Background: an optimization exercise with open tools, aiming at small area. Do not read the settings as production practice. RTL that was checked went through simulation tests only; none was proved equivalent to the original. No activity file was given, so power comes from the tool's default toggle rates.

old:
// apex_core
module apex_core (
    input  wire        clk,
    input  wire        rst,           
    output wire [31:0] imem_addr,     
    input  wire [63:0] imem_rdata,    
    output wire        dmem_re,       
    output wire        dmem_we,       
    output wire [31:0] dmem_addr,     
    output wire [31:0] dmem_wdata,
    input  wire [31:0] dmem_rdata,    
    output wire        halted
);
For scale: roughly 1200 flip-flops, ~200 I/O pins, ~28000 um^2 of cells after synthesis.
Settings: LEC_CHECK=0, ABC_AREA=1, CAP_MARGIN=20, CORE_MARGIN=2, CORE_UTILIZATION=65, PLACE_DENSITY=0.75, SLEW_MARGIN=20; clock period 10.0 ns.
standard.sh (not shown) runs the stock make flow with config.mk's settings and CLKGATE_MAP_FILE= SYNTH_SCRIPT=/design/flow/synth_recipe.tcl, a recipe that flattens the netlist after the stock synthesis.
==> flow/flow/run.sh <==
#!/bin/bash
# Own layout flow: the standard ORFS flow (standard.sh) with
#  - an area-only ABC mapping script (no delay-driven buffering/upsizing),
#    and plain gates instead of the full-adder cell map,
#  - port buffers of the smallest buffer cell,
#  - a clock tree of small clock buffers without dummy loads.
# Registers, power grid, taps and every other step are the standard flow's.
set -euo pipefail
W=$PWD
rm -rf "$W/scripts_mod"
cp -r "$FLOW_HOME/scripts" "$W/scripts_mod"
cp "$W/flow/abc_area.script" "$W/scripts_mod/abc_area.script"
export SCRIPTS_DIR="$W/scripts_mod"
export ADDER_MAP_FILE=
export BUFFER_PORTS_ARGS="-buffer_cell sky130_fd_sc_hd__buf_1"
export CTS_ARGS="-sink_clustering_enable -repair_clock_nets -dont_use_dummy_load -buf_list sky130_fd_sc_hd__clkbuf_4 -sink_clustering_size 11 -sink_clustering_max_diameter 40"
bash standard.sh > "$W/standard.log" 2>&1
==> flow/flow/abc_area.script <==
strash
&get -n
&st
&dch
&nf -a
&put
topo
old completed every stage of the flow, and the final layout passed the timing, DRC and antenna checks.
Input-level comparison between new and old:
--- a/flow/flow/run.sh
+++ b/flow/flow/run.sh
@@ -2,3 +2,4 @@
 # Own layout flow: the standard ORFS flow (standard.sh) with
-#  - an area-only ABC mapping script (no delay-driven buffering/upsizing),
+#  - an area-only ABC mapping script (amap; no delay-driven buffering or
+#    upsizing),
 #    and plain gates instead of the full-adder cell map,
==> flow/flow/abc_area.script <==
strash
dch
amap
topo
Findings:
Lower clock power share was reported by old, not new.
new: highest clock frequency the design can meet is about 7% lower than what old reported.
Delta (new minus old): post-route non-filler standard cell count higher; area overhead of the layout relative to synthesis went up by 0.29 points; xor and xnor area share after synthesis went down 2.0 points; area after synthesis has decreased; first-pass GRT wire length +about 6%.
new vs old: area occupied by multi-input gates down by more than 10%
For number of unique standard cell types used by synthesis, dividing the value from old by the value from new gives 1.4.
When new is set beside old, its pin count of the biggest net entering global routing turns out to be 15 smaller.
Final cell area excluding filler cells, new vs old: down slightly

---

== job 4178 ==
Another version of the RTL of apex_core (not shown whole).
Size in the first run: about 1200 flip-flops, about 0.029 mm² of cells after synthesis.
==> flow/design.v (excerpt) <==
module apex_core (
    input  wire        clk,
    input  wire        rst,           
    output wire [31:0] imem_addr,     
    input  wire [63:0] imem_rdata,    
    output wire        dmem_re,       
    output wire        dmem_we,       
    output wire [31:0] dmem_addr,     
    output wire [31:0] dmem_wdata,
    input  wire [31:0] dmem_rdata,    
    output wire        halted
);
Settings: LEC_CHECK=0, ABC_AREA=1, CAP_MARGIN=20, CORE_MARGIN=2, CORE_UTILIZATION=65, CTS_BUF_LIST=sky130_fd_sc_hd__clkbuf_4, PLACE_DENSITY=0.75, SLEW_MARGIN=20; clock period 10.0 ns.
run.sh (not shown) runs the stock make flow with config.mk's settings and CLKGATE_MAP_FILE= SYNTH_SCRIPT=/design/flow/synth_recipe.tcl, a recipe that flattens the netlist after the stock synthesis.
Stock flow here: none of the scripts above is used.
[inputs] job 901 vs job 4178
# job 4178
export LEC_CHECK = 0
export ABC_AREA = 1
export CAP_MARGIN = 20
export CORE_MARGIN = 2
export CORE_UTILIZATION = 65
export CTS_BUF_LIST = sky130_fd_sc_hd__clkbuf_4
export PLACE_DENSITY = 0.75
export SLEW_MARGIN = 20
create_clock -name core_clock -period 10.0 [get_ports {clk}]
# job 901
export LEC_CHECK = 0
export ABC_AREA = 1
export CAP_MARGIN = 20
export CORE_MARGIN = 2
export CORE_UTILIZATION = 65
export PLACE_DENSITY = 0.75
export SLEW_MARGIN = 20
create_clock -name core_clock -period 10.0 [get_ports {clk}]
--- outcome ---
Job 4178 -> job 901: post-detailed-placement cell area delta 0, exact match. Job 901 against job 4178: synthesis-to-finish area growth increased 0.70 points, via count decreased 5.2%, cell-internal power increased 6.2%. Job 901 and job 4178 ended up with nearly the same max-capacitance violation count. Cmp job 901 and job 4178 / layout filler cell count / lower: job 901.
Function was not checked in any run of this note: the RTL went through the layout flow alone.

---

apex_core, a different RTL version from the one above (not shown whole).
Size: about 1700 cells after synthesis, ~1100 flip-flops, ~27000 µm² of cells after synthesis.
Settings: LEC_CHECK=0, ABC_AREA=1, CAP_MARGIN=20, CORE_MARGIN=2, CORE_UTILIZATION=65, PLACE_DENSITY=0.75, SLEW_MARGIN=20; clock period 10.0 ns.
standard.sh (not shown) runs the stock make flow with config.mk's settings and CLKGATE_MAP_FILE= SYNTH_SCRIPT=/design/flow/synth_recipe.tcl, a recipe that flattens the netlist after the stock synthesis.
==> flow/flow/run.sh <==
#!/bin/bash
# Own layout flow: the standard ORFS flow (standard.sh) with
#  - an area-only ABC mapping script (amap; no delay-driven buffering or
#    upsizing),
#    and plain gates instead of the full-adder cell map,
#  - port buffers of the smallest buffer cell,
#  - a clock tree of small clock buffers without dummy loads.
# Registers, power grid, taps and every other step are the standard flow's.
set -euo pipefail
W=$PWD
rm -rf "$W/scripts_mod"
cp -r "$FLOW_HOME/scripts" "$W/scripts_mod"
cp "$W/flow/abc_area.script" "$W/scripts_mod/abc_area.script"
export SCRIPTS_DIR="$W/scripts_mod"
export ADDER_MAP_FILE=
export BUFFER_PORTS_ARGS="-buffer_cell sky130_fd_sc_hd__buf_1"
export CTS_ARGS="-sink_clustering_enable -repair_clock_nets -dont_use_dummy_load -buf_list sky130_fd_sc_hd__clkbuf_4 -sink_clustering_size 11 -sink_clustering_max_diameter 40"
bash standard.sh > "$W/standard.log" 2>&1
==> flow/flow/abc_area.script <==
strash
dch
amap
topo
Rerun with:
--- a/flow/flow/run.sh
+++ b/flow/flow/run.sh
@@ -16,3 +16,3 @@
 export BUFFER_PORTS_ARGS="-buffer_cell sky130_fd_sc_hd__buf_1"
-export CTS_ARGS="-sink_clustering_enable -repair_clock_nets -dont_use_dummy_load -buf_list sky130_fd_sc_hd__clkbuf_4 -sink_clustering_size 11 -sink_clustering_max_diameter 40"
+export CTS_ARGS="-sink_clustering_enable -repair_clock_nets -dont_use_dummy_load -buf_list sky130_fd_sc_hd__clkbuf_4 -sink_clustering_size 12 -sink_clustering_max_diameter 40"
 bash standard.sh > "$W/standard.log" 2>&1
The new run finished clean.
Combinational power is about the same.
Setup slack hardly moves.
Sequential share of layout area grows by 0.14 points.
Wire length hardly moves.

separate check: timing with driven ports:
How much do the figures lean on ideal ports? The routed layouts below were timed once more, with nothing changed but the port constraints. Step 1: set_driving_cell puts a clkbuf_16 on clk and a buf_2 on each other input, an assumption about the parent block. Step 2 adds t to the input delays and takes it off the output delays; t is the mean of the earliest and latest rising clock arrival at the registers after step 1. Input paths then give back, and output paths get back, about the clock's delay inside the block. Three values: no drivers, after step 1, after step 2; two values: the first two.
| run | t (ns) | setup slack, ns | worst slew at a driven data input, ns |
|---|---|---|---|
| old | 0.832 | 2.758 / 2.763 / 1.931 | 0.12 |
| new | 0.817 | 2.208 / 2.231 / 1.415 | 0.12 |
| job 4178 | 1.074 | 4.436 / 4.383 / 3.610 | 0.09 |
| job 901 | 0.696 | 4.178 / 4.197 / 3.502 | 0.09 |
| the first run of note 3 | 0.868 | 2.312 / 2.341 / 1.474 | 0.09 |
| the second run of note 3 | 0.837 | 2.312 / 2.341 / 1.504 | 0.09 |
After both steps every run listed still meets setup and hold. For the first run of note 3, which loses most, drivers alone change the setup slack by +0.029 ns; drivers and shift together by -0.838 ns.
